This design comes from an exercise in tuning for small area on the open sky130 flow, not from production work.
In this exercise RTL edits were held to simulation tests only and were not proved equivalent to the original.
Power figures rest on the tool's default switching activity, not on a simulated workload.

===== flow/flow/resynth.ys =====
# Re-map the combinational logic of the standard synthesis netlist for area.
# The registers stay as they are (same instances, names and cells): their
# cells are kept as black boxes while every other cell is flattened into
# logic and mapped again by ABC.
read_liberty -wb -ignore_miss_func LIBFILE
blackbox sky130_fd_sc_hd__*df* sky130_fd_sc_hd__*dl* sky130_fd_sc_hd__*sdf*
read_verilog NETIN
hierarchy -top TOPNAME
flatten -wb
opt_clean
abc -liberty LIBFILE -script SCRIPT DONTUSE
opt_clean -purge
hilomap -singleton -hicell sky130_fd_sc_hd__conb_1 HI -locell sky130_fd_sc_hd__conb_1 LO
insbuf -buf sky130_fd_sc_hd__buf_4 A X
opt_clean -purge
stat -liberty LIBFILE
write_verilog -noattr -nohex -nodec NETOUT

===== flow/flow/resynth.abc =====
&get -n
&st
&syn2
&dch -f
&nf -a
&put
strash
dch
map -a
topo
dnsize

===== flow/constraint.sdc =====
create_clock -name core_clock -period 15.0 [get_ports {clk}]
set_input_delay 3.0000 -clock core_clock [delete_from_list [all_inputs] [get_ports {clk}]]
set_output_delay 3.0000 -clock core_clock [all_outputs]
set_load 0.01 [all_outputs]

===== flow/flow/run.sh =====
#!/bin/bash
# ORFS layout with three changes:
#  - after the standard synthesis, the combinational logic is mapped again
#    by ABC with an area script (registers untouched, see resynth.ys);
#  - port buffers use the smallest buffer cell;
#  - clock-tree synthesis uses clkbuf_8 and no dummy loads.
# Each tool's output goes to its own log file here.
set -euo pipefail
export BUFFER_PORTS_ARGS="-buffer_cell sky130_fd_sc_hd__buf_1"
export CTS_ARGS="-sink_clustering_enable -repair_clock_nets -buf_list sky130_fd_sc_hd__clkbuf_8 -dont_use_dummy_load"

WORK=$(pwd)
ORFS_WORK=$(grep -o 'WORK_HOME=[^ ]*' standard.sh | head -1 | cut -d= -f2)
RES=$ORFS_WORK/results/${FLOW_PLATFORM}/iotkv_core/base
LIB=$FLOW_HOME/platforms/${FLOW_PLATFORM}/lib/sky130_fd_sc_hd__tt_025C_1v80.lib
YOSYS=$(command -v yosys || echo "$FLOW_HOME/../tools/install/yosys/bin/yosys")

bash standard.sh synth > log_synth.txt 2>&1
cp "$RES/1_2_yosys.v" "$WORK/standard_netlist.v"

DONTUSE=""
for c in sky130_fd_sc_hd__probe_p_8 sky130_fd_sc_hd__probec_p_8; do DONTUSE="$DONTUSE -dont_use $c"; done
DONTUSE="$DONTUSE -dont_use sky130_fd_sc_hd__lpflow_*"
sed -e "s#LIBFILE#$LIB#g" -e "s#NETIN#$WORK/standard_netlist.v#" -e "s#NETOUT#$WORK/resynth_netlist.v#" \
    -e "s#TOPNAME#$FLOW_TOP#" -e "s#SCRIPT#$WORK/flow/resynth.abc#" -e "s#DONTUSE#$DONTUSE#" \
    flow/resynth.ys > resynth_run.ys
"$YOSYS" -l log_resynth.txt -q resynth_run.ys > /dev/null 2>&1

cp "$WORK/resynth_netlist.v" "$RES/1_2_yosys.v"
rm -f "$RES/1_synth.odb"
bash standard.sh synth > log_synth_odb.txt 2>&1
for step in floorplan place cts route finish; do
  bash standard.sh "$step" > "log_${step}.txt" 2>&1
done

===== flow/design.v =====
module iotkv_event_queue #(
    parameter integer NENQ = 5,
    parameter integer KEYREQ = 3
) (
    input  wire              clk,
    input  wire              rst,
    input  wire              deq,             
    input  wire [NENQ-1:0]   enq_valid,
    input  wire [NENQ*3-1:0] enq_data,        
    output wire              key_taken,       
    output wire [2:0]        head,
    output wire              empty,
    output reg  [15:0]       drop_count
);
    localparam integer QCAP = 10;
    reg [3*QCAP-1:0] q_buf;           
    reg [3:0]        q_count;
    assign head  = q_buf[2:0];
    assign empty = (q_count == 4'd0);
    wire [3:0] base = q_count - {3'd0, deq};
    wire [QCAP:0] base_oh;
    genvar g;
    generate
        for (g = 0; g <= QCAP; g = g + 1) begin : g_oh
            assign base_oh[g] = (base == g);
        end
    endgenerate
    wire [2:0] rank [0:NENQ-1];
    assign rank[0] = 3'd0;
    generate
        for (g = 1; g < NENQ; g = g + 1) begin : g_rank
            assign rank[g] = rank[g-1] + {2'd0, enq_valid[g-1]};
        end
    endgenerate
    wire [2:0] nv = rank[NENQ-1] + {2'd0, enq_valid[NENQ-1]};
    reg [2:0] rec [0:NENQ-1];
    integer r, j, k;
    always @(*) begin
        for (r = 0; r < NENQ; r = r + 1) begin
            rec[r] = enq_data[3*(NENQ-1) +: 3];
            for (j = NENQ - 2; j >= r; j = j - 1)
                if (enq_valid[j] && rank[j] == r)
                    rec[r] = enq_data[3*j +: 3];
        end
    end
    wire [4:0] key_pos = {1'b0, base} + {2'd0, rank[KEYREQ]};
    assign key_taken = enq_valid[KEYREQ] && (key_pos < QCAP);
    reg [2:0] wr_data [0:QCAP-1];
    always @(*) begin
        for (k = 0; k < QCAP; k = k + 1) begin
            wr_data[k] = 3'b000;
            for (r = 0; r < NENQ; r = r + 1)
                if (k - r >= 0)
                    wr_data[k] = wr_data[k] | ({3{base_oh[k - r]}} & rec[r]);
        end
    end
    wire [4:0] sum = {1'b0, base} + {2'd0, nv};
    wire       over = (sum > QCAP);
    wire [3:0] n_count = over ? QCAP : sum[3:0];
    wire [2:0] n_drops = over ? sum - QCAP : 3'd0;
    integer m;
    always @(posedge clk) begin
        for (m = 0; m < QCAP; m = m + 1) begin
            q_buf[3*m +: 3] <= wr_data[m]
                | ({3{m < base}} & (deq ? (m < QCAP - 1 ? q_buf[3*((m + 1) % QCAP) +: 3] : 3'b000)
                                         : q_buf[3*m +: 3]));
        end
    end
    wire [3:0]  drop_lo = {1'b0, drop_count[2:0]} + {1'b0, n_drops};
    wire [13:0] drop_c;
    wire [12:0] drop_hi;
    assign drop_c[0] = drop_lo[3];
    genvar h;
    generate
        for (h = 0; h < 13; h = h + 1) begin : g_drop
            assign drop_hi[h]  = drop_count[3+h] ^ drop_c[h];
            assign drop_c[h+1] = drop_count[3+h] & drop_c[h];
        end
    endgenerate
    always @(posedge clk) begin
        if (rst) begin
            q_count    <= 4'd0;
            drop_count <= 16'd0;
        end else begin
            q_count    <= n_count;
            drop_count <= {drop_hi, drop_lo[2:0]} | {16{drop_c[13]}};
        end
    end
endmodule
module iotkv_debounce (
    input  wire clk,
    input  wire rst,
    input  wire sample_en,       
    input  wire s,               
    output wire edge_valid,      
    output wire pressed          
);
    reg       confirmed;
    reg [3:0] run;
    wire diff = s ^ confirmed;
    wire full = (run == 4'b1000);
    assign edge_valid = sample_en & diff & full;
    assign pressed    = !s;
    always @(posedge clk) begin
        if (rst) begin
            confirmed <= 1'b1;
            run       <= 4'b0000;
        end else if (sample_en) begin
            run <= diff ? {run[2:0], ~(run[3] ^ run[2])} : 4'b0000;
            if (diff && full) confirmed <= s;
        end
    end
endmodule
module iotkv_keypad (
    input  wire       clk,
    input  wire       rst,
    input  wire       step_en,       
    input  wire       present,       
    input  wire [1:0] col,           
    input  wire [3:0] scan,          
    output wire       scanning,      
    output wire       key_valid,     
    output wire       key_digit,
    output wire       key_hash,
    output wire [3:0] key_value
);
    localparam [2:0] KP_IDLE    = 3'd0;
    localparam [2:0] KP_WAIT4   = 3'd1;
    localparam [2:0] KP_WAIT1   = 3'd4;
    localparam [2:0] KP_SCAN    = 3'd5;
    localparam [2:0] KP_RELEASE = 3'd6;
    reg [2:0] st;
    assign scanning  = (st == KP_SCAN);
    assign key_valid = step_en && scanning;
    wire [1:0] row = !scan[0] ? 2'd0 :
                     !scan[1] ? 2'd1 :
                     !scan[2] ? 2'd2 :
                     !scan[3] ? 2'd3 : 2'd0;
    wire low3 = (row != 2'd3) && (col != 2'd3);
    assign key_digit = low3 || (row == 2'd3 && col == 2'd1);
    assign key_hash  = (row == 2'd3 && col == 2'd2);
    assign key_value = low3 ? ({row, 1'b0} + {2'b00, row} + {2'b00, col} + 4'd1) : 4'd0;
    always @(posedge clk) begin
        if (rst) begin
            st <= KP_IDLE;
        end else if (step_en) begin
            case (st)
                KP_IDLE:    if (present) st <= KP_WAIT4;
                KP_WAIT1:   st <= present ? KP_SCAN : KP_IDLE;
                KP_SCAN:    st <= KP_RELEASE;
                KP_RELEASE: if (!present) st <= KP_IDLE;
                default:    st <= st + 3'd1;    
            endcase
        end
    end
endmodule
module iotkv_bus_slave (
    input  wire       clk,
    input  wire       rst,
    input  wire       ev_valid,
    input  wire [2:0] ev_kind,
    input  wire       ev_data7,
    input  wire [2:0] door_state,
    output wire       actuate,         
    output reg        tx_valid,
    output reg  [2:0] tx_state
);
    reg bus_phase;
    wire is_rx = (ev_kind == 3'd1);
    wire keep  = (ev_kind == 3'd2) || (ev_kind == 3'd3);
    assign actuate = ev_valid && is_rx && bus_phase && ev_data7;
    always @(posedge clk) begin
        tx_state <= door_state;
        if (rst) begin
            bus_phase <= 1'b0;
            tx_valid  <= 1'b0;
        end else begin
            tx_valid <= ev_valid && (ev_kind == 3'd2);
            if (ev_valid && !keep)
                bus_phase <= is_rx;
        end
    end
endmodule
module iotkv_door_fsm (
    input  wire        clk,
    input  wire        rst,
    input  wire [15:0] cfg_pin,
    input  wire        key_taken,     
    input  wire        key_digit,
    input  wire        key_hash,
    input  wire [3:0]  key_value,
    output wire        key_match,     
    input  wire        q_empty,
    input  wire [2:0]  q_head,
    output wire        deq,           
    output wire        emit_valid,    
    output wire [2:0]  emit_rec,
    output reg  [2:0]  door_state
);
    localparam [2:0] DS_CLOSED          = 3'd0;
    localparam [2:0] DS_CLOSING_STOPPED = 3'd1;
    localparam [2:0] DS_OPEN            = 3'd2;
    localparam [2:0] DS_OPENING_STOPPED = 3'd3;
    localparam [2:0] DS_OPENING         = 3'd4;
    localparam [2:0] DS_CLOSING         = 3'd5;
    reg [2:0]  digits;
    reg [9:0]  acc;
    wire        fresh   = (digits == 3'd0) || digits[2];
    wire [9:0]  base10  = fresh ? 10'd0 : acc;
    wire [11:0] t;
    wire [11:0] ct;
    wire [13:0] acc_nxt;
    wire [14:0] cs;
    assign t[0]  = key_value[0];
    assign ct[1] = 1'b0;
    genvar i;
    generate
        for (i = 1; i <= 10; i = i + 1) begin : g_t
            wire x = base10[i-1];
            wire y = (i <= 3) ? key_value[i] : 1'b0;
            assign t[i]    = x ^ y ^ ct[i];
            assign ct[i+1] = (x & y) | (x & ct[i]) | (y & ct[i]);
        end
    endgenerate
    assign t[11] = ct[11];
    assign acc_nxt[2:0] = t[2:0];
    assign cs[3] = 1'b0;
    generate
        for (i = 3; i <= 13; i = i + 1) begin : g_s
            wire x = (i <= 11) ? t[i] : 1'b0;
            wire y = (i <= 12) ? base10[i-3] : 1'b0;
            assign acc_nxt[i] = x ^ y ^ cs[i];
            assign cs[i+1]    = (x & y) | (x & cs[i]) | (y & cs[i]);
        end
    endgenerate
    wire        eq_code = (cfg_pin[15:14] == 2'b00) && (acc_nxt == cfg_pin[13:0]);
    assign key_match = key_hash && (digits == 3'd4);
    always @(posedge clk) begin
        if (rst) begin
            digits <= 3'd0;
        end else if (key_taken) begin
            if (key_digit) begin
                if (digits == 3'd3) digits <= eq_code ? 3'd4 : 3'd5;
                else if (digits[2]) digits <= 3'd1;
                else                digits <= digits + 3'd1;
            end else if (key_hash) begin
                digits <= 3'd0;
            end
        end
        if (key_taken && key_digit)
            acc <= acc_nxt[9:0];
    end
    reg pend_valid;
    assign emit_valid = pend_valid;
    assign emit_rec   = {1'b1, 1'b0, door_state[2]};
    assign deq        = !pend_valid && !q_empty;
    always @(posedge clk) begin
        if (rst) begin
            door_state <= DS_CLOSED;
            pend_valid <= 1'b0;
        end else if (pend_valid) begin
            pend_valid <= 1'b0;
        end else if (deq) begin
            case (q_head)
                3'b001: pend_valid <= 1'b1;
                3'b010: door_state <= DS_CLOSED;
                3'b011: door_state <= DS_OPEN;
                3'b100: door_state <= (door_state == DS_CLOSED || door_state == DS_CLOSING_STOPPED)
                                      ? DS_OPENING : DS_CLOSING;
                3'b101: begin
                    if (door_state == DS_OPENING)      door_state <= DS_OPENING_STOPPED;
                    else if (door_state == DS_CLOSING) door_state <= DS_CLOSING_STOPPED;
                end
                default: ;
            endcase
        end
    end
endmodule
module iotkv_core (
    input  wire        clk,
    input  wire        rst,
    input  wire [15:0] cfg_pin_i,
    input  wire        tick_i,
    input  wire        lim_closed_i,
    input  wire        lim_open_i,
    input  wire [3:0]  kp_sense_i,
    output wire [3:0]  kp_sense_o,
    output wire        kp_sense_oe,
    input  wire [3:0]  kp_scan_i,
    output wire [3:0]  kp_scan_o,
    output wire        kp_scan_oe,
    input  wire        bus_ev_valid_i,
    input  wire [2:0]  bus_ev_kind_i,
    input  wire [7:0]  bus_ev_data_i,
    output wire        bus_tx_valid_o,
    output wire [7:0]  bus_tx_data_o,
    output wire [7:0]  duty_open_o,
    output wire [7:0]  duty_close_o,
    output wire [6:0]  door_state_o,
    output wire [15:0] drop_count_o
);
    reg       tk_d1;
    reg       tk_d2;
    reg       tk_cl;
    reg       tk_ol;
    reg       tk_present;
    reg [1:0] tk_col;
    wire tick_step = tk_d2;
    always @(posedge clk) begin
        tk_d1 <= tick_i;
        if (rst) tk_d2 <= 1'b0;
        else     tk_d2 <= tk_d1;
        if (tick_i) begin
            tk_cl      <= lim_closed_i;
            tk_ol      <= lim_open_i;
            tk_present <= (kp_sense_i != 4'b1111);
            tk_col     <= !kp_sense_i[0] ? 2'd0 :
                          !kp_sense_i[1] ? 2'd1 :
                          !kp_sense_i[2] ? 2'd2 :
                          !kp_sense_i[3] ? 2'd3 : 2'd0;
        end
    end
    wire cl_edge, cl_press, ol_edge, ol_press;
    iotkv_debounce u_db_cl (
        .clk(clk), .rst(rst), .sample_en(tick_step), .s(tk_cl),
        .edge_valid(cl_edge), .pressed(cl_press)
    );
    iotkv_debounce u_db_ol (
        .clk(clk), .rst(rst), .sample_en(tick_step), .s(tk_ol),
        .edge_valid(ol_edge), .pressed(ol_press)
    );
    wire       key_valid;
    wire       key_digit;
    wire       key_hash;
    wire [3:0] key_value;
    wire       scanning;
    iotkv_keypad u_kp (
        .clk(clk), .rst(rst), .step_en(tick_step),
        .present(tk_present), .col(tk_col), .scan(kp_scan_i),
        .scanning(scanning), .key_valid(key_valid),
        .key_digit(key_digit), .key_hash(key_hash), .key_value(key_value)
    );
    wire role_swapped = scanning && (tk_d1 || tk_d2);
    assign kp_scan_oe  = !role_swapped;
    assign kp_scan_o   = 4'b0000;
    assign kp_sense_oe = role_swapped;
    assign kp_sense_o  = 4'b0000;
    wire [2:0] door_state;
    wire       actuate;
    wire [2:0] tx_state;
    iotkv_bus_slave u_bus (
        .clk(clk), .rst(rst),
        .ev_valid(bus_ev_valid_i), .ev_kind(bus_ev_kind_i), .ev_data7(bus_ev_data_i[7]),
        .door_state(door_state), .actuate(actuate),
        .tx_valid(bus_tx_valid_o), .tx_state(tx_state)
    );
    assign bus_tx_data_o = {5'b00000, tx_state};
    wire [2:0] q_head;
    wire       q_empty;
    wire       deq;
    wire       emit_valid;
    wire [2:0] emit_rec;
    wire       key_match;
    wire       key_taken;
    iotkv_event_queue u_q (
        .clk(clk), .rst(rst), .deq(deq),
        .enq_valid({actuate, key_valid, ol_edge, cl_edge, emit_valid}),
        .enq_data({3'b001, {2'b00, key_match}, {1'b0, ol_press, ol_press},
                   {1'b0, cl_press, 1'b0}, emit_rec}),
        .key_taken(key_taken),
        .head(q_head), .empty(q_empty), .drop_count(drop_count_o)
    );
    iotkv_door_fsm u_fsm (
        .clk(clk), .rst(rst), .cfg_pin(cfg_pin_i),
        .key_taken(key_taken), .key_digit(key_digit), .key_hash(key_hash),
        .key_value(key_value), .key_match(key_match),
        .q_empty(q_empty), .q_head(q_head),
        .deq(deq), .emit_valid(emit_valid), .emit_rec(emit_rec),
        .door_state(door_state)
    );
    assign door_state_o = {4'b0000, door_state};
    assign duty_open_o  = {8{door_state[2] & !door_state[0]}};
    assign duty_close_o = {8{door_state[2] &  door_state[0]}};
endmodule

===== flow/config.mk =====
export PLATFORM = sky130hd
export DESIGN_NAME = iotkv_core
export DESIGN_NICKNAME = iotkv_core
export VERILOG_FILES = /design/flow/design.v
export SDC_FILE = /design/flow/constraint.sdc
export NUM_CORES = 4
export LEC_CHECK = 0
export CAP_MARGIN = 20
export CORE_MARGIN = 2
export CORE_UTILIZATION = 40
export SLEW_MARGIN = 20

===== flow/standard.sh =====
#!/bin/bash
# synth_recipe.tcl (not shown) runs the flow's synth.tcl, then flattens the netlist and writes it again
# the make line also repeats each setting of config.mk as NAME=value (left out here)
make -C /OpenROAD-flow-scripts/flow DESIGN_CONFIG=/design/flow/config.mk WORK_HOME=/design/flow/orfs CLKGATE_MAP_FILE= SYNTH_SCRIPT=/design/flow/synth_recipe.tcl "${@:-finish}"

==> results.ini, run 1 <==
[run_status]
outcome=stopped before the end
failing_step=1_synth
tool.error=[ERROR STA-0171] /design/flow/orfs/results/sky130hd/iotkv_core/base/1_2_yosys.v line 36, syntax error

[synthesis]
yosys_warnings=8

==> run 2, diff against run 1 <==
--- a/flow/flow/run.sh
+++ b/flow/flow/run.sh
@@ -23,3 +23,4 @@
 DONTUSE="$DONTUSE -dont_use sky130_fd_sc_hd__lpflow_*"
-sed -e "s#LIBFILE#$LIB#g" -e "s#NETIN#$WORK/standard_netlist.v#" -e "s#NETOUT#$WORK/resynth_netlist.v#" \
+python3 flow/comb_lib.py "$LIB" "$WORK/comb.lib" > log_comb_lib.txt 2>&1
+sed -e "s#COMBLIB#$WORK/comb.lib#" -e "s#LIBFILE#$LIB#g" -e "s#NETIN#$WORK/standard_netlist.v#" -e "s#NETOUT#$WORK/resynth_netlist.v#" \
     -e "s#TOPNAME#$FLOW_TOP#" -e "s#SCRIPT#$WORK/flow/resynth.abc#" -e "s#DONTUSE#$DONTUSE#" \
==> flow/flow/comb_lib.py (new file) <==
# write a liberty file holding only the combinational cells of a liberty file
# write a liberty file holding only the combinational cells of the input
import re, sys
src = open(sys.argv[1]).read()
out = open(sys.argv[2], 'w')
# split into header, cells
i = src.index('cell (')
head = src[:i]
body = src[i:]
# find each top-level cell group by brace matching
cells = []
pos = 0
while True:
    m = re.compile(r'\bcell\s*\(').search(body, pos)
    if not m: break
    j = body.index('{', m.end())
    depth = 0; k = j
    while True:
        c = body[k]
        if c == '{': depth += 1
        elif c == '}':
            depth -= 1
            if depth == 0: break
        k += 1
    cells.append(body[m.start():k+1]); pos = k+1
tail = body[pos:]
out.write(head)
keep = 0
for c in cells:
    if re.search(r'\b(ff|latch|statetable)\s*\(', c): continue
    if 'function' not in c: continue
    out.write(c + '\n'); keep += 1
out.write(tail)
out.close()
print('kept', keep, 'of', len(cells))
--- a/flow/flow/resynth.ys
+++ b/flow/flow/resynth.ys
@@ -4,4 +4,4 @@
 # logic and mapped again by ABC.
-read_liberty -wb -ignore_miss_func LIBFILE
-blackbox sky130_fd_sc_hd__*df* sky130_fd_sc_hd__*dl* sky130_fd_sc_hd__*sdf*
+read_liberty -lib LIBFILE
+read_liberty -wb -overwrite COMBLIB
 read_verilog NETIN
==> results.ini, run 2 <==
[cells_and_area]
multi_input_area_um2=2650
fill_cells=1395
fin_util_pct=43.6
final_common_cell=clkinv_1
areaGrowthSynthToFinish_pct=6.14
stdcell_count=1000
register_area_um2=2020
fin_nets=867
antenna_cells=0
regMostFlops=u_q.q_buf
largest_register_ffs=27
drive_above_1_share_pct=1.82
reg_top3=u_q.q_buf x27, u_q.drop_count x16, u_fsm.acc x10
final_cell_mix=clkinv_1, nor2_1, nand2_1

[worst_setup_path]
worst_path_largest_cell_delay_ns=0.63
crit_path_max_fanout=14
worstSetupPathType=in -> reg
worstPathRequired_ns=15.30
crit_path_start_kind=input port
crit_slowest_cell=nand4_1
worstReg2RegEnd=u_q.drop_count[12]
crit_path_frequent_cell=nor2_1
reg2reg_setup_slack_ns=8.18
cp.arrival_ns=8.21
reg2reg_from=tk_d2
reg2regPathDepth=30
endpoint_kind=flip-flop

[floorplan]
coreArea_um2=13300
num_rows=42
fp.dieW_um=121
pin_count=99
start_util_pct=41.1
dieArea_um2=14600
die_h_um=121

[placed_design]
numPortBuffers=74
place_ws_ns=6.65
hpwl_um=9260
routabilityCongestion=0.885
placed_cells=991

[timing]
hold_violations=0
slew_viol_final=0
worst_pin_slew_ns=0.896
clock-skew-final_ns=0.0305
slew-limit-headroom_pct=39.8
period_minus_slack_ns=7.91
fin_setup_tns_ns=0
rsz0062_at_grt=false
period_share_pct=52.7
setup_ws_ns=7.09
final-setup-viol-count=0
fmax_ghz=0.126

[synthesis]
syn_avg_cell_area_um2=7.08
synth_area_um2=5460
yosys_warnings=8
syn_inst=772

[global_route]
grt_pass1_vias=4500
overflow=0
grt_max_degree=31
grt_antenna_before_repair=0
grt.total_usage_pct=17.8
grt_pass1_wl_um=21000

[clocking]
cts-htree-levels=3
root_buffer=clkbuf_8
post_cts_resized=0
cts_tree=built
clk_pin_slew_worst_paths_ns=0.09
clockBufferDepth=2
ctsHoldBuffers=0
cts_sinks=92
numCtsBuffers=9
cts_setup_buffers=0
insertion_delay_ns=0.38

[worst_hold_path]
whs_endpoint=u_bus.tx_state[0]
hold_class=reg -> reg
hp-start=u_fsm.door_state[0]
holdPathStages=0

[job]
maxCapViolCount=0

[drt]
wl_per_cell_um=12.4
via_per_inst=5.03
drtIter0Drc=372
ant_nets=0
vias=5032
dr.pass1.iters=5
drc=0
wl_um=12400

[pwr]
power.density_nw_per_um2=122
vdd_drop_max_uv=84.9
power_leakage_nw=1.95

[run_status]
outcome=no timing/DRC/antenna violations

## run 2: area by class of cell
cell class                 count  share of cell area (%)
clock buffer                   9                    2.14
inverter                     129                    8.35
multi-input combinational    517                    45.7
sequential                    92                    34.9
tap                          176                    3.80
timing repair buffer          77                    5.18
## run 2: worst max-delay path: cells and delay by family
| family | cells | cell delay [ns] |
|---|---|---|
| AO/OA/AOI/OAI | 4 | 0.96 |
| buffers and inverters | 6 | 0.58 |
| XOR/XNOR | 2 | 0.48 |
| AND/OR/NAND/NOR | 16 | 3.20 |
## run 2: layer usage
metal  global-route usage (%)  vias up  share of wire (%)
li1                         -     2638                  -
met2                     28.3      154                 44
met3                     4.09       16                5.6
met5                        0        -                  0
met1                     24.0     2224                 49
met4                     5.23        0                1.2
## run 2: power breakdown
group | switching [mW] | internal (mW)
clock | 0.0788 | 0.0539
sequential | 0.0163 | 0.282
combinational | 0.195 | 0.0823
## run 2: worst max-delay path by stage
stage,endpoint,cells after the start,startpoint
after floorplan,u_q.drop_count[12],27,bus_ev_valid_i
after global placement,u_q.drop_count[12],28,bus_ev_valid_i
after detailed placement,u_q.drop_count[2],28,bus_ev_valid_i
after CTS,u_q.drop_count[12],28,bus_ev_valid_i
after global routing,u_q.drop_count[12],28,bus_ev_valid_i
final,u_q.drop_count[12],28,bus_ev_valid_i
## run 2: metrics by stage
stage | instance area [um2] | hold WS (ns) | power, mW
finish | 5800 | 0.392 | 0.709
floorplan | 5520 | 0.368 | 0.514
global placement | 5680 | 0.386 | 0.582
detailed placement | 5680 | 0.383 | 0.579
CTS | 5800 | 0.392 | 0.714
global route | 5800 | 0.407 | 0.767
==> run 3, diff against run 2 <==
--- a/flow/design.v
+++ b/flow/design.v
@@ -102,3 +102,3 @@
     assign edge_valid = sample_en & diff & full;
-    assign pressed    = !s;
+    assign pressed    = !confirmed;
     always @(posedge clk) begin
@@ -192,2 +192,4 @@
     output wire        key_match,     
+    input  wire        cl_pressed,    
+    input  wire        ol_pressed,    
     input  wire        q_empty,
@@ -264,5 +266,5 @@
             case (q_head)
-                3'b001: pend_valid <= 1'b1;
-                3'b010: door_state <= DS_CLOSED;
-                3'b011: door_state <= DS_OPEN;
+                3'b000: pend_valid <= 1'b1;
+                3'b010: if (cl_pressed) door_state <= DS_CLOSED;
+                3'b011: if (ol_pressed) door_state <= DS_OPEN;
                 3'b100: door_state <= (door_state == DS_CLOSED || door_state == DS_CLOSING_STOPPED)
@@ -367,4 +369,3 @@
         .enq_valid({actuate, key_valid, ol_edge, cl_edge, emit_valid}),
-        .enq_data({3'b001, {2'b00, key_match}, {1'b0, ol_press, ol_press},
-                   {1'b0, cl_press, 1'b0}, emit_rec}),
+        .enq_data({3'b000, {2'b00, !key_match}, 3'b011, 3'b010, emit_rec}),
         .key_taken(key_taken),
@@ -376,2 +377,3 @@
         .key_value(key_value), .key_match(key_match),
+        .cl_pressed(cl_press), .ol_pressed(ol_press),
         .q_empty(q_empty), .q_head(q_head),
==> flow/flow/run.sh (replaced) <==
#!/bin/bash
# ORFS layout with three changes:
#  - after the standard synthesis, the combinational logic is mapped again
#    by ABC with several area scripts, and the smallest result is kept
#    (registers untouched, see resynth.ys); if none works, the standard
#    netlist is kept;
#  - port buffers use the smallest buffer cell;
#  - clock-tree synthesis uses clkbuf_8 and no dummy loads.
# Each tool's output goes to its own log file here.
set -euo pipefail
export BUFFER_PORTS_ARGS="-buffer_cell sky130_fd_sc_hd__buf_1"
export CTS_ARGS="-sink_clustering_enable -repair_clock_nets -buf_list sky130_fd_sc_hd__clkbuf_8 -dont_use_dummy_load"
export SKIP_REPAIR_TIE_FANOUT=1

WORK=$(pwd)
ORFS_WORK=$(grep -o 'WORK_HOME=[^ ]*' standard.sh | head -1 | cut -d= -f2)
RES=$ORFS_WORK/results/${FLOW_PLATFORM}/iotkv_core/base
LIB=$FLOW_HOME/platforms/${FLOW_PLATFORM}/lib/sky130_fd_sc_hd__tt_025C_1v80.lib
YOSYS=$(command -v yosys || echo "$FLOW_HOME/../tools/install/yosys/bin/yosys")

bash standard.sh synth > log_synth.txt 2>&1
cp "$RES/1_2_yosys.v" "$WORK/standard_netlist.v"

python3 flow/comb_lib.py "$LIB" "$WORK/comb.lib" > log_comb_lib.txt 2>&1
DONTUSE="-dont_use sky130_fd_sc_hd__probe_p_8 -dont_use sky130_fd_sc_hd__probec_p_8 -dont_use sky130_fd_sc_hd__lpflow_*"
mkdir -p resynth
names=""
while read -r name cmds; do
  [ -z "$name" ] && continue
  echo "$cmds" | tr ';' '\n' | sed 's/^ *//' > "resynth/$name.abc"
  sed -e "s#COMBLIB#$WORK/comb.lib#" -e "s#LIBFILE#$LIB#g" -e "s#NETIN#$WORK/standard_netlist.v#" \
      -e "s#NETOUT#$WORK/resynth/$name.v#" -e "s#STATOUT#$WORK/resynth/$name.stat#" \
      -e "s#TOPNAME#$FLOW_TOP#" -e "s#SCRIPT#$WORK/resynth/$name.abc#" -e "s#DONTUSE#$DONTUSE#" \
      flow/resynth.ys > "resynth/$name.ys"
  "$YOSYS" -l "log_resynth_$name.txt" -q "resynth/$name.ys" > /dev/null 2>&1 &
  names="$names resynth/$name"
done < flow/abc_scripts.txt
wait
python3 flow/pick.py $names > log_pick.txt 2>&1
best=$(sed -n 's/^best //p' log_pick.txt)
if [ -n "$best" ] && [ "$best" != none ]; then
  cp "$WORK/$best.v" "$RES/1_2_yosys.v"
  rm -f "$RES/1_synth.odb"
  bash standard.sh synth > log_synth_odb.txt 2>&1
fi
for step in floorplan place cts route finish; do
  bash standard.sh "$step" > "log_${step}.txt" 2>&1
done
==> flow/flow/abc_scripts.txt (new file) <==
c1 &get -n; &st; &syn2; &dch -f; &nf -a; &put; strash; dch; map -a; strash; dch -f; map -a; topo; dnsize
b4 &get -n; &st; &syn2; &dch -f; &nf -a; &put; strash; dch; map -a; topo; dnsize
a2 strash; dch; map -a; strash; dch; map -a; topo; dnsize
b3 strash; dch; map -a; strash; dch; map -a; strash; dch; map -a; strash; dch; map -a; topo; dnsize
c5 &get -n; &st; &syn2; &dch -f; &nf -a -p; &put; strash; dch; map -a; topo; dnsize
a3 &get -n; &st; &dch; &nf -a; &put
==> flow/flow/pick.py (new file) <==
# Pick the smallest of the re-mapped netlists: cell area from yosys stat,
# without buffers (the layout flow removes them before placement). A netlist
# with any cell left unmapped is not a candidate.
import re, sys
best = None
for name in sys.argv[1:]:
    try:
        s = open(name + '.stat').read()
    except OSError:
        continue
    if re.search(r'^\s+\d+\s+[-\d.E+]*\s*\$', s, re.M) or 'is unknown' in s:
        print(name, 'has unmapped cells'); continue
    area = 0.0
    for m in re.finditer(r'^\s+(\d+)\s+([\d.E+]+)\s+(sky130_fd_sc_hd__\w+)', s, re.M):
        if not re.match(r'sky130_fd_sc_hd__(buf|clkbuf)_', m.group(3)):
            area += float(m.group(2))
    print(name, '%.1f' % area)
    if best is None or area < best[0]:
        best = (area, name)
print('best', best[1] if best else 'none')
==> flow/flow/resynth.ys (replaced) <==
# Map the combinational logic of the standard synthesis netlist again, for
# area. The register cells are read as black boxes, so every register stays
# the same instance, with the same name and cell; every other cell is read
# with its function, flattened into logic and mapped again by ABC.
read_liberty -lib LIBFILE
read_liberty -wb -overwrite COMBLIB
read_verilog NETIN
hierarchy -top TOPNAME
flatten -wb
opt_clean
abc -liberty LIBFILE -script SCRIPT DONTUSE
opt_clean -purge
hilomap -singleton -hicell sky130_fd_sc_hd__conb_1 HI -locell sky130_fd_sc_hd__conb_1 LO
insbuf -buf sky130_fd_sc_hd__buf_4 A X
opt_clean -purge
tee -o STATOUT stat -liberty LIBFILE
write_verilog -noattr -nohex -nodec NETOUT
removed: flow/flow/resynth.abc
==> results.ini, run 3 <==
[placed_design]
routabilityCongestion=0.899
hpwl_um=9780
place_ws_ns=7.16
numPortBuffers=74

[worst_setup_path]
reg2regPathDepth=30
crit_path_max_fanout=14
worst_path_largest_cell_delay_ns=0.44
endpoint_kind=flip-flop
crit_path_start_kind=input port
cp.arrival_ns=7.77
crit_path_frequent_cell=nor2_1
worstPathRequired_ns=15.29
crit_slowest_cell=nand3_1
worstSetupPathType=in -> reg

[floorplan]
die_h_um=120
coreArea_um2=13200
dieArea_um2=14400
num_rows=42
pin_count=99
fp.dieW_um=120
start_util_pct=40.8

[drt]
drtIter0Drc=452
dr.pass1.iters=5
wl_um=12900
drc=0
wl_per_cell_um=13.4
ant_nets=0
via_per_inst=5.21
vias=5018

[clocking]
numCtsBuffers=9
clk_pin_slew_worst_paths_ns=0.10
clockBufferDepth=2
cts-htree-levels=3
cts_setup_buffers=0
ctsHoldBuffers=0
cts_sinks=92
root_buffer=clkbuf_8
insertion_delay_ns=0.39
post_cts_resized=0
cts_tree=built

[global_route]
overflow=0
grt.total_usage_pct=18.6
grt_antenna_before_repair=0
grt_pass1_wl_um=21800
grt_pass1_vias=4822
grt_max_degree=29

[pwr]
power_frac_clock_pct=30.6
power.density_nw_per_um2=77.7
power_frac_seq_pct=59.8
vdd_drop_max_uv=30.7
p_int_uw=324
power_leakage_nw=1.96
combPwrFrac_pct=9.6
power.switching_uw=115
switching_share_pct=26.3

[timing]
final-setup-viol-count=0
clock-skew-final_ns=0.0307
hold_violations=0
slew-limit-headroom_pct=35.1
rsz0062_at_grt=false
slew_viol_final=0
fmax_ghz=0.134
period_share_pct=49.9
fin_setup_tns_ns=0
period_minus_slack_ns=7.48
setup_ws_ns=7.52
worst_pin_slew_ns=0.966

[synthesis]
syn_avg_cell_area_um2=7.16
syn_inst=751
yosys_warnings=8
synth_area_um2=5380

[cells_and_area]
reg_top3=u_q.q_buf x27, u_q.drop_count x16, u_fsm.acc x10
register_area_um2=2020
fill_cells=1349
multi_input_area_um2=2570
antenna_cells=0
final_common_cell=nor2_1
drive_above_1_share_pct=2.54
final_cell_mix=nor2_1, clkinv_1, nand2_1
areaGrowthSynthToFinish_pct=5.26
largest_register_ffs=27
fin_nets=831
regMostFlops=u_q.q_buf
fin_util_pct=42.9

[run_status]
outcome=no timing/DRC/antenna violations

[worst_hold_path]
hold_class=reg -> reg
holdPathStages=0

[job]
maxCapViolCount=0

## run 3: power groups by stage
stage / clock network, mW / logic (mW) / registers (mW)
floorplan: 0 / 0.0319 / 0.267
global placement: 0 / 0.0405 / 0.268
detailed placement: 0 / 0.0419 / 0.269
CTS: 0.138 / 0.0421 / 0.263
global route: 0.148 / 0.0482 / 0.264
finish: 0.135 / 0.0423 / 0.263
## run 3: path summary, 6_finish.rpt
kind	startpoint	to	slack [ns]
max	bus_ev_valid_i	u_q.drop_count[13]	7.52
min	u_fsm.door_state[0]	u_bus.tx_state[0]	0.37
max reg2reg	u_q.q_count[3]	u_q.drop_count[13]	8.51
min reg2reg	u_fsm.door_state[0]	u_bus.tx_state[0]	0.37
## run 3: area by class of cell
class	count	area share, %
clock buffer	9	2.19
inverter	112	7.43
multi-input combinational	497	45.3
sequential	92	35.7
tap	176	3.89
timing repair buffer	78	5.44
## run 3: critical path, delay by kind of cell
family                 cells  cell delay, ns
AND/OR/NAND/NOR           19            3.05
AO/OA/AOI/OAI              4            0.78
buffers and inverters      7            0.73
XOR/XNOR                   1            0.18
## run 3: stage by stage
stage               hold slack (ns)  instances  area, um2  power [mW]
global route                  0.401        964       5660       0.460
CTS                           0.381        964       5660       0.443
detailed placement            0.405        955       5540       0.310
floorplan                     0.373        751       5380       0.299
global placement              0.396        955       5540       0.309
finish                        0.369        964       5660       0.440
## run 3: per-layer routing
layer,global-route usage (%),up-vias,wire (um)
li1,-,2557,-
met1,23.5,2321,5940
met2,31.3,120,6170
met3,3.09,20,563
met4,7.72,0,259
met5,0,-,0
==> run 4, diff against run 3 <==
--- a/flow/flow/run.sh
+++ b/flow/flow/run.sh
@@ -12,3 +12,2 @@
 export CTS_ARGS="-sink_clustering_enable -repair_clock_nets -buf_list sky130_fd_sc_hd__clkbuf_8 -dont_use_dummy_load"
-export SKIP_REPAIR_TIE_FANOUT=1
 
==> results.ini, run 4 <==
[run_status]
outcome=no timing/DRC/antenna violations

[worst_hold_path]
hp-start=u_fsm.door_state[2]
hold_class=reg -> reg

[clocking]
ctsHoldBuffers=0
clk_pin_slew_worst_paths_ns=0.08
cts_setup_buffers=0
post_cts_resized=0
root_buffer=clkbuf_8
numCtsBuffers=9
cts-htree-levels=3
clockBufferDepth=2
cts_sinks=92
insertion_delay_ns=0.37
cts_tree=built

[placed_design]
routabilityCongestion=0.910
numPortBuffers=74
placed_cells=973
hpwl_um=9200

[timing]
rsz0062_at_grt=false
final-setup-viol-count=0
slew-limit-headroom_pct=45.7
fmax_ghz=0.134
worst_pin_slew_ns=0.808
period_minus_slack_ns=7.45
slew_viol_final=0
clock-skew-final_ns=0.0236
hold_violations=0
period_share_pct=49.7
fin_setup_tns_ns=0

[cells_and_area]
areaGrowthSynthToFinish_pct=6.65
regMostFlops=u_q.q_buf
final_cell_mix=nor2_1, clkinv_1, nand2_1
reg_top3=u_q.q_buf x27, u_q.drop_count x16, u_fsm.acc x10
fin_nets=849
largest_register_ffs=27
antenna_cells=0
drive_above_1_share_pct=2.73
stdcell_count=982
final_common_cell=nor2_1

[pwr]
combPwrFrac_pct=9.6
p_int_uw=324
power.density_nw_per_um2=76.4
power_leakage_nw=2.02
power.switching_uw=114
power_frac_clock_pct=30.4
switching_share_pct=25.9
vdd_drop_max_uv=45.6
power_frac_seq_pct=60.0

[worst_setup_path]
worstPathRequired_ns=15.28
crit_path_max_fanout=14
endpoint_kind=flip-flop
cp.arrival_ns=7.73
crit_slowest_cell=nand3_1
worstSetupPathType=in -> reg
crit_start=bus_ev_valid_i
worst_path_largest_cell_delay_ns=0.45
reg2reg_from=tk_d2
crit_path_frequent_cell=nor2_1
crit_path_start_kind=input port

[global_route]
grt_pass1_wl_um=20500
grt_antenna_before_repair=0
grt_max_degree=29
grt_pass1_vias=4298
overflow=0
grt.total_usage_pct=17.6

[drt]
drc=0
wl_um=12200
dr.pass1.iters=5
via_per_inst=4.91
ant_nets=0
drtIter0Drc=339
vias=4825
wl_per_cell_um=12.5

[floorplan]
die_h_um=120
pin_count=99
coreArea_um2=13200
start_util_pct=40.8
num_rows=42
fp.dieW_um=120
dieArea_um2=14400

[synthesis]
syn_inst=751
synth_area_um2=5380
yosys_warnings=8
syn_avg_cell_area_um2=7.16

[job]
maxCapViolCount=0

run 4: power groups by stage:
| stage | Clock [mW] | Combinational (mW) | Sequential, mW |
|---|---|---|---|
| CTS | 0.139 | 0.0420 | 0.263 |
| finish | 0.133 | 0.0422 | 0.263 |
| global route | 0.149 | 0.0482 | 0.264 |
| detailed placement | 0 | 0.0418 | 0.269 |
| global placement | 0 | 0.0416 | 0.268 |
| floorplan | 0 | 0.0319 | 0.267 |
run 4: path summary, 6_finish.rpt:
check                            to  slack, ns  cells after the start
setup / recovery  u_q.drop_count[5]       7.55                     31
setup reg to reg  u_q.drop_count[5]       8.78                     32
hold reg to reg   u_bus.tx_state[2]       0.40                      0
hold / removal    u_bus.tx_state[2]       0.40                      0
run 4: critical path: cells and delay by family:
kind / cells / cell delay, ns
AO/OA/AOI/OAI: 4 / 0.75
XOR/XNOR: 1 / 0.16
buffers and inverters: 7 / 0.71
AND/OR/NAND/NOR: 19 / 3.09
run 4: through the flow:
stage	utilization, %	hold WS, ns	worst slack, ns	cell area, um2	power, mW
finish	43.5	0.404	7.55	5740	0.438
global route	43.5	0.426	6.78	5740	0.461
CTS	43.5	0.408	7.46	5740	0.444
detailed placement	42.5	0.395	7.09	5610	0.310
global placement	42.5	0.394	7.17	5610	0.310
floorplan	-	0.373	8.13	5440	0.299
run 4: cell type report:
type                    instances  area [um2]
repair buffers                 80         323
well taps                     176         220
inverters                     112         420
multi-input cells             513        2630
flip-flops and latches         92        2020
fillers                      1408        7450
clock buffers                   9         124
run 4: metal layers:
metal,share of wire (%),global-route usage [%]
met1,50,23.9
met2,46,28.1
met3,3.7,4.28
met4,1.2,4.34
met5,0,0
==> run 5, diff against run 4 <==
--- a/flow/flow/run.sh
+++ b/flow/flow/run.sh
@@ -11,3 +11,3 @@
 export BUFFER_PORTS_ARGS="-buffer_cell sky130_fd_sc_hd__buf_1"
-export CTS_ARGS="-sink_clustering_enable -repair_clock_nets -buf_list sky130_fd_sc_hd__clkbuf_8 -dont_use_dummy_load"
+export CTS_ARGS="-sink_clustering_enable -repair_clock_nets -buf_list {sky130_fd_sc_hd__clkbuf_4 sky130_fd_sc_hd__clkbuf_8} -dont_use_dummy_load"
 
==> results.ini, run 5 <==
[pwr]
power_leakage_nw=2.02
switching_share_pct=25.9
combPwrFrac_pct=9.6
power_frac_seq_pct=60.0
power.density_nw_per_um2=76.4
vdd_drop_max_uv=45.6
power.switching_uw=114
power_frac_clock_pct=30.4
p_int_uw=324

[drt]
via_per_inst=4.91
drtIter0Drc=339
vias=4825
ant_nets=0
wl_per_cell_um=12.5
drc=0
wl_um=12200
dr.pass1.iters=5

[global_route]
grt_pass1_vias=4298
grt_antenna_before_repair=0
grt.total_usage_pct=17.6
grt_pass1_wl_um=20500
overflow=0
grt_max_degree=29

[cells_and_area]
fill_cells=1408
final_cell_area_um2=5740
final_cell_mix=nor2_1, clkinv_1, nand2_1
fin_nets=849
largest_register_ffs=27
reg_top3=u_q.q_buf x27, u_q.drop_count x16, u_fsm.acc x10
areaGrowthSynthToFinish_pct=6.65
final_common_cell=nor2_1
drive_above_1_share_pct=2.73
antenna_cells=0
regMostFlops=u_q.q_buf

[worst_setup_path]
crit_path_max_fanout=14
worst_path_largest_cell_delay_ns=0.45
worstPathRequired_ns=15.28
crit_path_frequent_cell=nor2_1
cp.arrival_ns=7.73
endpoint_kind=flip-flop
crit_path_start_kind=input port
crit_slowest_cell=nand3_1
worstSetupPathType=in -> reg

[timing]
final-setup-viol-count=0
worst_pin_slew_ns=0.808
hold_violations=0
slew_viol_final=0
clock-skew-final_ns=0.0236
fin_setup_tns_ns=0
whs_ns=0.404
rsz0062_at_grt=false
period_minus_slack_ns=7.45
period_share_pct=49.7
fmax_ghz=0.134
slew-limit-headroom_pct=45.7

[run_status]
outcome=no timing/DRC/antenna violations

[floorplan]
fp.dieW_um=120
dieArea_um2=14400
start_util_pct=40.8
coreArea_um2=13200
die_h_um=120
num_rows=42
pin_count=99

[clocking]
clk_pin_slew_worst_paths_ns=0.08
cts_setup_buffers=0
insertion_delay_ns=0.37
clockBufferDepth=2
numCtsBuffers=9
ctsHoldBuffers=0
cts-htree-levels=3
root_buffer=clkbuf_8
post_cts_resized=0
cts_sinks=92
cts_tree=built

[synthesis]
synth_area_um2=5380
syn_inst=751
syn_avg_cell_area_um2=7.16
yosys_warnings=8

[placed_design]
placed_cell_area_um2=5610
routabilityCongestion=0.910
hpwl_um=9200
numPortBuffers=74

[worst_hold_path]
hold_class=reg -> reg

[job]
maxCapViolCount=0

==> run 5: power groups by stage <==
stage	Clock, mW	Combinational [mW]	Sequential, mW
2_1_floorplan	0	0.0319	0.267
5_1_grt	0.149	0.0482	0.264
3_5_place_dp	0	0.0418	0.269
4_1_cts	0.139	0.0420	0.263
6_report	0.133	0.0422	0.263
3_3_place_gp	0	0.0416	0.268
==> run 5: cell type report <==
cell class	instances	area (um2)	share of cell area [%]
Timing Repair Buffer	80	323	5.63
Tap cell	176	220	3.84
Multi-Input combinational cell	513	2630	45.8
Inverter	112	420	7.33
Clock buffer	9	124	2.16
Sequential cell	92	2020	35.3
==> run 5: final timing paths <==
check	start	to	slack (ns)	depth (start not counted)
worst max-delay path	bus_ev_valid_i	u_q.drop_count[5]	7.55	31
worst min register to register	u_fsm.door_state[2]	u_bus.tx_state[2]	0.40	0
worst min-delay path	u_fsm.door_state[2]	u_bus.tx_state[2]	0.40	0
worst max register to register	tk_d2	u_q.drop_count[5]	8.78	32
==> run 5: critical path: cells and delay by family <==
kind	cells	cell delay, ns
AND/OR/NAND/NOR	19	3.09
AO/OA/AOI/OAI	4	0.75
buffers and inverters	7	0.71
XOR/XNOR	1	0.16
==> run 5: metrics by stage <==
stage | worst slack, ns | instances | util, % | power [mW]
after floorplan | 8.13 | 767 | - | 0.299
after global routing | 6.78 | 982 | 43.5 | 0.461
after global placement | 7.17 | 973 | 42.5 | 0.310
after detailed placement | 7.09 | 973 | 42.5 | 0.310
after CTS | 7.46 | 982 | 43.5 | 0.444
final | 7.55 | 982 | 43.5 | 0.438
==> run 5: routing by layer <==
layer	share of wire, %	global-route usage, %
met3	3.7	4.28
met2	46	28.1
met5	0	0
met1	50	23.9
met4	1.2	4.34
==> run 6, diff against run 5 <==
--- a/flow/flow/run.sh
+++ b/flow/flow/run.sh
@@ -1,3 +1,3 @@
 #!/bin/bash
-# ORFS layout with three changes:
+# ORFS layout with four changes:
 #  - after the standard synthesis, the combinational logic is mapped again
@@ -7,2 +7,3 @@
 #  - port buffers use the smallest buffer cell;
+#  - the constant outputs share one tie cell;
 #  - clock-tree synthesis uses clkbuf_8 and no dummy loads.
@@ -11,3 +12,4 @@
 export BUFFER_PORTS_ARGS="-buffer_cell sky130_fd_sc_hd__buf_1"
-export CTS_ARGS="-sink_clustering_enable -repair_clock_nets -buf_list {sky130_fd_sc_hd__clkbuf_4 sky130_fd_sc_hd__clkbuf_8} -dont_use_dummy_load"
+export CTS_ARGS="-sink_clustering_enable -sink_clustering_size 50 -sink_clustering_max_diameter 200 -sink_clustering_levels 1 -repair_clock_nets -buf_list sky130_fd_sc_hd__clkbuf_8 -dont_use_dummy_load"
+export SKIP_REPAIR_TIE_FANOUT=1
 
==> flow/flow/abc_scripts.txt (replaced) <==
b4 &get -n; &st; &syn2; &dch -f; &nf -a; &put; strash; dch; map -a; topo; dnsize
==> results.ini, run 6 <==
[pwr]
power_frac_seq_pct=59.8
power.density_nw_per_um2=77.7
power_leakage_nw=1.96
p_int_uw=324
power.switching_uw=115
vdd_drop_max_uv=30.7
combPwrFrac_pct=9.6
power_frac_clock_pct=30.6
switching_share_pct=26.3

[clocking]
root_buffer=clkbuf_8
cts-htree-levels=3
cts_tree=built
clk_pin_slew_worst_paths_ns=0.10
numCtsBuffers=9
ctsHoldBuffers=0
cts_setup_buffers=0
cts_sinks=92
clockBufferDepth=2
post_cts_resized=0
insertion_delay_ns=0.39

[cells_and_area]
final_common_cell=nor2_1
antenna_cells=0
fill_cells=1349
stdcell_count=964
largest_register_ffs=27
fin_nets=831
drive_above_1_share_pct=2.54
multi_input_area_um2=2570
final_cell_mix=nor2_1, clkinv_1, nand2_1
regMostFlops=u_q.q_buf
register_area_um2=2020
reg_top3=u_q.q_buf x27, u_q.drop_count x16, u_fsm.acc x10
areaGrowthSynthToFinish_pct=5.26

[drt]
ant_nets=0
vias=5018
dr.pass1.iters=5
drc=0
wl_per_cell_um=13.4
drtIter0Drc=452
via_per_inst=5.21
wl_um=12900

[timing]
rsz0062_at_grt=false
clock-skew-final_ns=0.0307
slew-limit-headroom_pct=35.1
hold_violations=0
period_share_pct=49.9
worst_pin_slew_ns=0.966
fmax_ghz=0.134
period_minus_slack_ns=7.48
fin_setup_tns_ns=0
final-setup-viol-count=0
slew_viol_final=0

[floorplan]
coreArea_um2=13200
die_h_um=120
start_util_pct=40.8
dieArea_um2=14400
num_rows=42
pin_count=99
fp.dieW_um=120

[placed_design]
hpwl_um=9780
routabilityCongestion=0.899
placed_cells=955
numPortBuffers=74

[synthesis]
syn_inst=751
yosys_warnings=8
syn_avg_cell_area_um2=7.16
synth_area_um2=5380

[run_status]
outcome=no timing/DRC/antenna violations

[global_route]
grt_pass1_vias=4822
grt_pass1_wl_um=21800
overflow=0
grt_max_degree=29
grt_antenna_before_repair=0
grt.total_usage_pct=18.6

[worst_setup_path]
endpoint_kind=flip-flop
crit_path_start_kind=input port
worst_path_largest_cell_delay_ns=0.44
crit_slowest_cell=nand3_1
cp.arrival_ns=7.77
reg2regPathDepth=30
worstSetupPathType=in -> reg
worstPathRequired_ns=15.29
crit_path_max_fanout=14
crit_path_frequent_cell=nor2_1

[job]
maxCapViolCount=0

[worst_hold_path]
hold_class=reg -> reg
holdPathStages=0

[run 6: path summary, 6_finish.rpt]
check,startpoint,endpoint,slack (ns)
worst min-delay path,u_fsm.door_state[0],u_bus.tx_state[0],0.37
worst min register to register,u_fsm.door_state[0],u_bus.tx_state[0],0.37
worst max register to register,u_q.q_count[3],u_q.drop_count[13],8.51
worst max-delay path,bus_ev_valid_i,u_q.drop_count[13],7.52
[run 6: layout make-up]
cell class | count | area share (%)
Clock buffer | 9 | 2.19
Inverter | 112 | 7.43
Multi-Input combinational cell | 497 | 45.3
Sequential cell | 92 | 35.7
Tap cell | 176 | 3.89
Timing Repair Buffer | 78 | 5.44
[run 6: power groups by stage]
stage / clock network, mW / logic, mW / registers [mW]
final: 0.135 / 0.0423 / 0.263
after detailed placement: 0 / 0.0419 / 0.269
after global routing: 0.148 / 0.0482 / 0.264
after global placement: 0 / 0.0405 / 0.268
after CTS: 0.138 / 0.0421 / 0.263
after floorplan: 0 / 0.0319 / 0.267
[run 6: layer usage]
metal	wire length, um	GRT usage, %	vias to the layer above
li1	-	-	2557
met1	5940	23.5	2321
met2	6170	31.3	120
met3	563	3.09	20
met4	259	7.72	0
met5	0	0	-
[run 6: worst max-delay path: cells and delay by family]
kind | cells | cell delay (ns)
xor+xnor | 1 | 0.18
buf+inv | 7 | 0.73
simple gates | 19 | 3.05
compound gates | 4 | 0.78
[run 6: stage by stage]
| stage | util (%) | power [mW] | cell area (um2) | setup slack [ns] | hold slack (ns) |
|---|---|---|---|---|---|
| after floorplan | - | 0.299 | 5380 | 8.13 | 0.373 |
| after global placement | 42.0 | 0.309 | 5540 | 7.31 | 0.396 |
| after detailed placement | 42.0 | 0.310 | 5540 | 7.16 | 0.405 |
| after CTS | 42.9 | 0.443 | 5660 | 7.53 | 0.381 |
| after global routing | 42.9 | 0.460 | 5660 | 6.91 | 0.401 |
| final | 42.9 | 0.440 | 5660 | 7.52 | 0.369 |
==> run 7, diff against run 6 <==
--- a/flow/flow/run.sh
+++ b/flow/flow/run.sh
@@ -12,3 +12,3 @@
 export BUFFER_PORTS_ARGS="-buffer_cell sky130_fd_sc_hd__buf_1"
-export CTS_ARGS="-sink_clustering_enable -sink_clustering_size 50 -sink_clustering_max_diameter 200 -sink_clustering_levels 1 -repair_clock_nets -buf_list sky130_fd_sc_hd__clkbuf_8 -dont_use_dummy_load"
+export CTS_ARGS="-sink_clustering_enable -sink_clustering_size 40 -sink_clustering_max_diameter 300 -repair_clock_nets -buf_list sky130_fd_sc_hd__clkbuf_16 -root_buf sky130_fd_sc_hd__clkbuf_16 -dont_use_dummy_load"
 export SKIP_REPAIR_TIE_FANOUT=1
==> results.ini, run 7 <==
[drt]
via_per_inst=5.19
dr.pass1.iters=5
drc=0
wl_per_cell_um=13.4
drtIter0Drc=442
vias=5003
wl_um=12900
ant_nets=0

[cells_and_area]
final_cell_area_um2=5760
reg_top3=u_q.q_buf x27, u_q.drop_count x16, u_fsm.acc x10
final_cell_mix=nor2_1, clkinv_1, nand2_1
largest_register_ffs=27
fin_nets=831
fill_cells=1341
regMostFlops=u_q.q_buf
final_common_cell=nor2_1
areaGrowthSynthToFinish_pct=7.14
antenna_cells=0
drive_above_1_share_pct=2.54

[synthesis]
yosys_warnings=8
syn_avg_cell_area_um2=7.16
synth_area_um2=5380
syn_inst=751

[pwr]
power.density_nw_per_um2=86.4
power.total_uw=498
vdd_drop_max_uv=41.8
power_leakage_nw=2.00

[placed_design]
routabilityCongestion=0.899
numPortBuffers=74
placed_cell_area_um2=5540
hpwl_um=9780

[global_route]
overflow=0
grt_pass1_vias=4832
grt.total_usage_pct=18.6
grt_antenna_before_repair=0
grt_pass1_wl_um=21900
grt_max_degree=29

[floorplan]
die_h_um=120
num_rows=42
dieArea_um2=14400
fp.dieW_um=120
start_util_pct=40.8
coreArea_um2=13200
pin_count=99

[worst_setup_path]
crit_path_max_fanout=14
endpoint_kind=flip-flop
crit_slowest_cell=nand3_1
critPathTopFamily=simple AND/OR/NAND/NOR gates
crit_path_start_kind=input port
worstSetupPathType=in -> reg
crit_path_frequent_cell=nor2_1
cp.arrival_ns=7.79
reg2reg_from=u_q.q_count[3]
endpoint=u_q.drop_count[13]
worstPathRequired_ns=15.27
reg2regPathDepth=30
cp.depth=31
worst_path_largest_cell_delay_ns=0.44
crit_buf_inv=7
crit_start=bus_ev_valid_i
worstReg2RegEnd=u_q.drop_count[13]
reg2reg_setup_slack_ns=8.47

[timing]
final-setup-viol-count=0
period_share_pct=50.1
slew_viol_final=0
period_minus_slack_ns=7.52
rsz0062_at_grt=false
fin_setup_tns_ns=0
fmax_ghz=0.133
slew-limit-headroom_pct=32.9
clock-skew-final_ns=0.0206
hold_violations=0
worst_pin_slew_ns=0.998

[job]
maxCapViolCount=0

[clocking]
ctsHoldBuffers=0
cts-htree-levels=3
cts_setup_buffers=0
numCtsBuffers=9
insertion_delay_ns=0.35
clockBufferDepth=2
root_buffer=clkbuf_16
clk_pin_slew_worst_paths_ns=0.07
cts_sinks=92
post_cts_resized=0
cts_tree=built

[worst_hold_path]
hold_class=reg -> reg

[run_status]
outcome=no timing/DRC/antenna violations

==> run 7: area by class of cell <==
class | instances | area [um2] | share of cell area (%)
Clock buffer | 9 | 225 | 3.91
Inverter | 112 | 420 | 7.30
Multi-Input combinational cell | 497 | 2570 | 44.5
Sequential cell | 92 | 2020 | 35.1
Tap cell | 176 | 220 | 3.82
Timing Repair Buffer | 78 | 308 | 5.34
==> run 7: per-layer routing <==
layer | global-route usage (%) | up-vias | wire length, um
met2 | 31.7 | 131 | 6220
met5 | 0 | - | 0
met3 | 2.80 | 18 | 572
met1 | 23.4 | 2296 | 5920
li1 | - | 2558 | -
met4 | 7.57 | 0 | 232
==> run 7: where the power goes <==
| part | total [mW] | internal (mW) | switching [mW] |
|---|---|---|---|
| sequential | 0.263 | 0.258 | 0.00517 |
| clock | 0.192 | 0.106 | 0.0866 |
| combinational | 0.0424 | 0.0128 | 0.0296 |
| total | 0.498 | 0.376 | 0.121 |
==> run 7: how the worst min path moves through the flow <==
stage | from | end | slack, ns | cells after the start
floorplan | u_fsm.door_state[1] | u_bus.tx_state[1] | 0.37 | 0
global placement | u_fsm.door_state[2] | u_bus.tx_state[2] | 0.40 | 0
detailed placement | u_fsm.door_state[0] | u_bus.tx_state[0] | 0.40 | 0
CTS | u_fsm.door_state[0] | u_bus.tx_state[0] | 0.39 | 0
global route | u_fsm.door_state[0] | u_bus.tx_state[0] | 0.41 | 0
finish | u_fsm.door_state[0] | u_bus.tx_state[0] | 0.38 | 0
==> run 7: per-stage QoR <==
| stage | setup slack, ns | hold slack [ns] | std cells | util, % |
|---|---|---|---|---|
| final | 7.48 | 0.382 | 964 | 43.7 |
| after CTS | 7.49 | 0.389 | 964 | 43.7 |
| after global placement | 7.31 | 0.396 | 955 | 42.0 |
| after detailed placement | 7.16 | 0.405 | 955 | 42.0 |
| after floorplan | 8.13 | 0.373 | 751 | - |
| after global routing | 6.87 | 0.409 | 964 | 43.7 |
==> run 8, diff against run 7 <==
--- a/flow/flow/run.sh
+++ b/flow/flow/run.sh
@@ -12,3 +12,3 @@
 export BUFFER_PORTS_ARGS="-buffer_cell sky130_fd_sc_hd__buf_1"
-export CTS_ARGS="-sink_clustering_enable -sink_clustering_size 40 -sink_clustering_max_diameter 300 -repair_clock_nets -buf_list sky130_fd_sc_hd__clkbuf_16 -root_buf sky130_fd_sc_hd__clkbuf_16 -dont_use_dummy_load"
+export CTS_ARGS="-repair_clock_nets -buf_list sky130_fd_sc_hd__clkbuf_8 -dont_use_dummy_load"
 export SKIP_REPAIR_TIE_FANOUT=1
==> flow/flow/abc_scripts.txt (replaced) <==
c1 &get -n; &st; &syn2; &dch -f; &nf -a; &put; strash; dch; map -a; strash; dch -f; map -a; topo; dnsize
b4 &get -n; &st; &syn2; &dch -f; &nf -a; &put; strash; dch; map -a; topo; dnsize
a2 strash; dch; map -a; strash; dch; map -a; topo; dnsize
b3 strash; dch; map -a; strash; dch; map -a; strash; dch; map -a; strash; dch; map -a; topo; dnsize
c5 &get -n; &st; &syn2; &dch -f; &nf -a -p; &put; strash; dch; map -a; topo; dnsize
a3 &get -n; &st; &dch; &nf -a; &put
ds0 strash; &get -n; &deepsyn -T 40 -S 0; &put; dch; map -a; topo; dnsize
ds1 strash; &get -n; &deepsyn -T 40 -S 1; &put; dch; map -a; topo; dnsize
ds2 strash; &get -n; &deepsyn -T 40 -S 2; &dch -f; &nf -a; &put; strash; dch; map -a; topo; dnsize
ds3 strash; &get -n; &deepsyn -T 40 -S 3; &put; dch; map -a; strash; dch; map -a; topo; dnsize
ds7 strash; &get -n; &deepsyn -T 40 -S 7; &put; dch; map -a; topo; dnsize
==> results.ini, run 8 <==
[global_route]
grt_pass1_vias=4215
grt.total_usage_pct=18.0
overflow=0
grt_max_degree=29
grt_pass1_wl_um=19400
grt_antenna_before_repair=0

[pwr]
power.switching_uw=268
power_frac_seq_pct=44.4
switching_share_pct=40.4
vdd_drop_max_uv=49.0
power_frac_clock_pct=19.8
p_int_uw=395
combPwrFrac_pct=35.9
power.density_nw_per_um2=124
power_leakage_nw=1.83

[cells_and_area]
areaGrowthSynthToFinish_pct=4.89
stdcell_count=904
drive_above_1_share_pct=1.91
final_common_cell=clkinv_1
regMostFlops=u_q.q_buf
final_cell_area_um2=5340
largest_register_ffs=27
fin_nets=775
final_cell_mix=clkinv_1, nor2_1, nand2_1
reg_top3=u_q.q_buf x27, u_q.drop_count x16, u_fsm.acc x10
antenna_cells=0

[floorplan]
pin_count=99
die_h_um=117
start_util_pct=40.7
num_rows=41
fp.dieW_um=117
coreArea_um2=12500
dieArea_um2=13600

[timing]
fin_setup_tns_ns=0
rsz0062_at_grt=false
worst_pin_slew_ns=0.797
period_share_pct=51.1
whs_ns=0.393
final-setup-viol-count=0
period_minus_slack_ns=7.66
clock-skew-final_ns=0.0174
fmax_ghz=0.131
slew-limit-headroom_pct=46.3
hold_violations=0
slew_viol_final=0

[placed_design]
placed_cell_area_um2=5210
routabilityCongestion=0.940
numPortBuffers=74
placed_cells=895
hpwl_um=9560

[drt]
vias=4556
wl_um=12200
ant_nets=0
dr.pass1.iters=6
drc=0
via_per_inst=5.04
wl_per_cell_um=13.5
drtIter0Drc=401

[worst_setup_path]
cp.arrival_ns=7.95
crit_slowest_cell=nor3_1
worstSetupPathType=in -> reg
worst_path_largest_cell_delay_ns=0.36
crit_path_frequent_cell=nor2_1
reg2reg_setup_slack_ns=8.23
worstPathRequired_ns=15.29
crit_path_start_kind=input port
crit_path_max_fanout=14
endpoint_kind=flip-flop

[clocking]
cts_sinks=92
cts_tree=built
root_buffer=clkbuf_8
post_cts_resized=0
clk_pin_slew_worst_paths_ns=0.08
cts_setup_buffers=0
ctsHoldBuffers=0
cts-htree-levels=3
numCtsBuffers=9
insertion_delay_ns=0.37
clockBufferDepth=2

[synthesis]
yosys_warnings=8
syn_inst=698
synth_area_um2=5090
syn_avg_cell_area_um2=7.29

[run_status]
outcome=no timing/DRC/antenna violations

[job]
maxCapViolCount=0

[worst_hold_path]
hold_class=reg -> reg

[run 8: changes by cell type in the layout (fill, tap and decap cells not counted), moves of 9 or more]
cell	delta
clkbuf_16	-9
clkbuf_8	+9
nand2_1	-27
nand3_1	+15
nor2_1	-17
o211ai_1	-9
[run 8: path summary, 6_finish.rpt]
check,end,start,depth (start not counted)
hold reg to reg,u_bus.tx_state[0],u_fsm.door_state[0],0
hold / removal,u_bus.tx_state[0],u_fsm.door_state[0],0
setup / recovery,u_q.drop_count[13],bus_ev_kind_i[2],32
setup reg to reg,u_q.drop_count[13],u_fsm.pend_valid,30
[run 8: metrics by stage]
step           worst slack (ns)  total power [mW]  utilization, %
4_1_cts                    7.37             0.665            42.6
3_3_place_gp               7.31             0.530            41.7
3_5_place_dp               6.98             0.533            41.7
2_1_floorplan              8.05             0.478               -
6_report                   7.34             0.663            42.6
5_1_grt                    6.55             0.707            42.6
[run 8: metal layers]
metal  track usage (%)  wire length, um  vias to the layer above  share of wire [%]
met5                 0                0                        -                  0
met4              7.69              255                        0                2.1
met3              2.99              546                       20                4.5
met2              31.1             5760                      112                 47
met1              22.3             5640                     2081                 46
li1                  -                -                     2343                  -
[run 8: cell type report]
cell class                 instances  area (um2)
timing repair buffer              75         285
fill                            1328        7180
clock buffer                       9         124
sequential                        92        2020
tap                              172         215
inverter                         120         450
multi-input combinational        436        2240
[run 8: power by group through the flow]
| stage | sequential, mW | combinational [mW] | clock (mW) |
|---|---|---|---|
| 4_1_cts | 0.294 | 0.235 | 0.136 |
| 3_3_place_gp | 0.300 | 0.230 | 0 |
| 3_5_place_dp | 0.299 | 0.233 | 0 |
| 6_report | 0.294 | 0.238 | 0.131 |
| 5_1_grt | 0.297 | 0.265 | 0.145 |
| 2_1_floorplan | 0.293 | 0.185 | 0 |
[run 8: critical path, delay by kind of cell]
family	cells	cell delay, ns
and+or+nand+nor	21	3.45
buffers and inverters	4	0.28
AOI/OAI and AO/OA	6	0.92
xor gates and xnor gates	1	0.28

afterwards: timing with drivers on the ports:
Ports are ideal in the flow. The routed layouts listed here were re-timed in OpenROAD.
Step 1: set_driving_cell puts a clkbuf_16 on clk and a buf_2 on each other input, an assumption about the parent block.
Step 2 adds t to the input delays and takes it off the output delays; t is the mean of the earliest and latest rising clock arrival at the registers after step 1. Input paths then give back, and output paths get back, about the clock's delay inside the block.
Three values: ideal, step 1, step 2; two values: the first two.
run	shift t [ns]	slack for setup (ns)	hold WS [ns]
run 2	0.402	7.094 / 7.109 / 6.707	0.392 / 0.392 / 0.392
run 3	0.405	7.519 / 7.529 / 7.124	0.369 / 0.369 / 0.369
run 4	0.395	7.548 / 7.560 / 7.165	0.404 / 0.404 / 0.404
run 5	0.395	7.548 / 7.560 / 7.165	0.404 / 0.404 / 0.404
run 6	0.405	7.519 / 7.529 / 7.124	0.369 / 0.369 / 0.369
run 7	0.381	7.480 / 7.494 / 7.113	0.382 / 0.382 / 0.382
run 8	0.393	7.341 / 7.353 / 6.960	0.393 / 0.393 / 0.393
After both steps setup and hold are still met in every run listed.
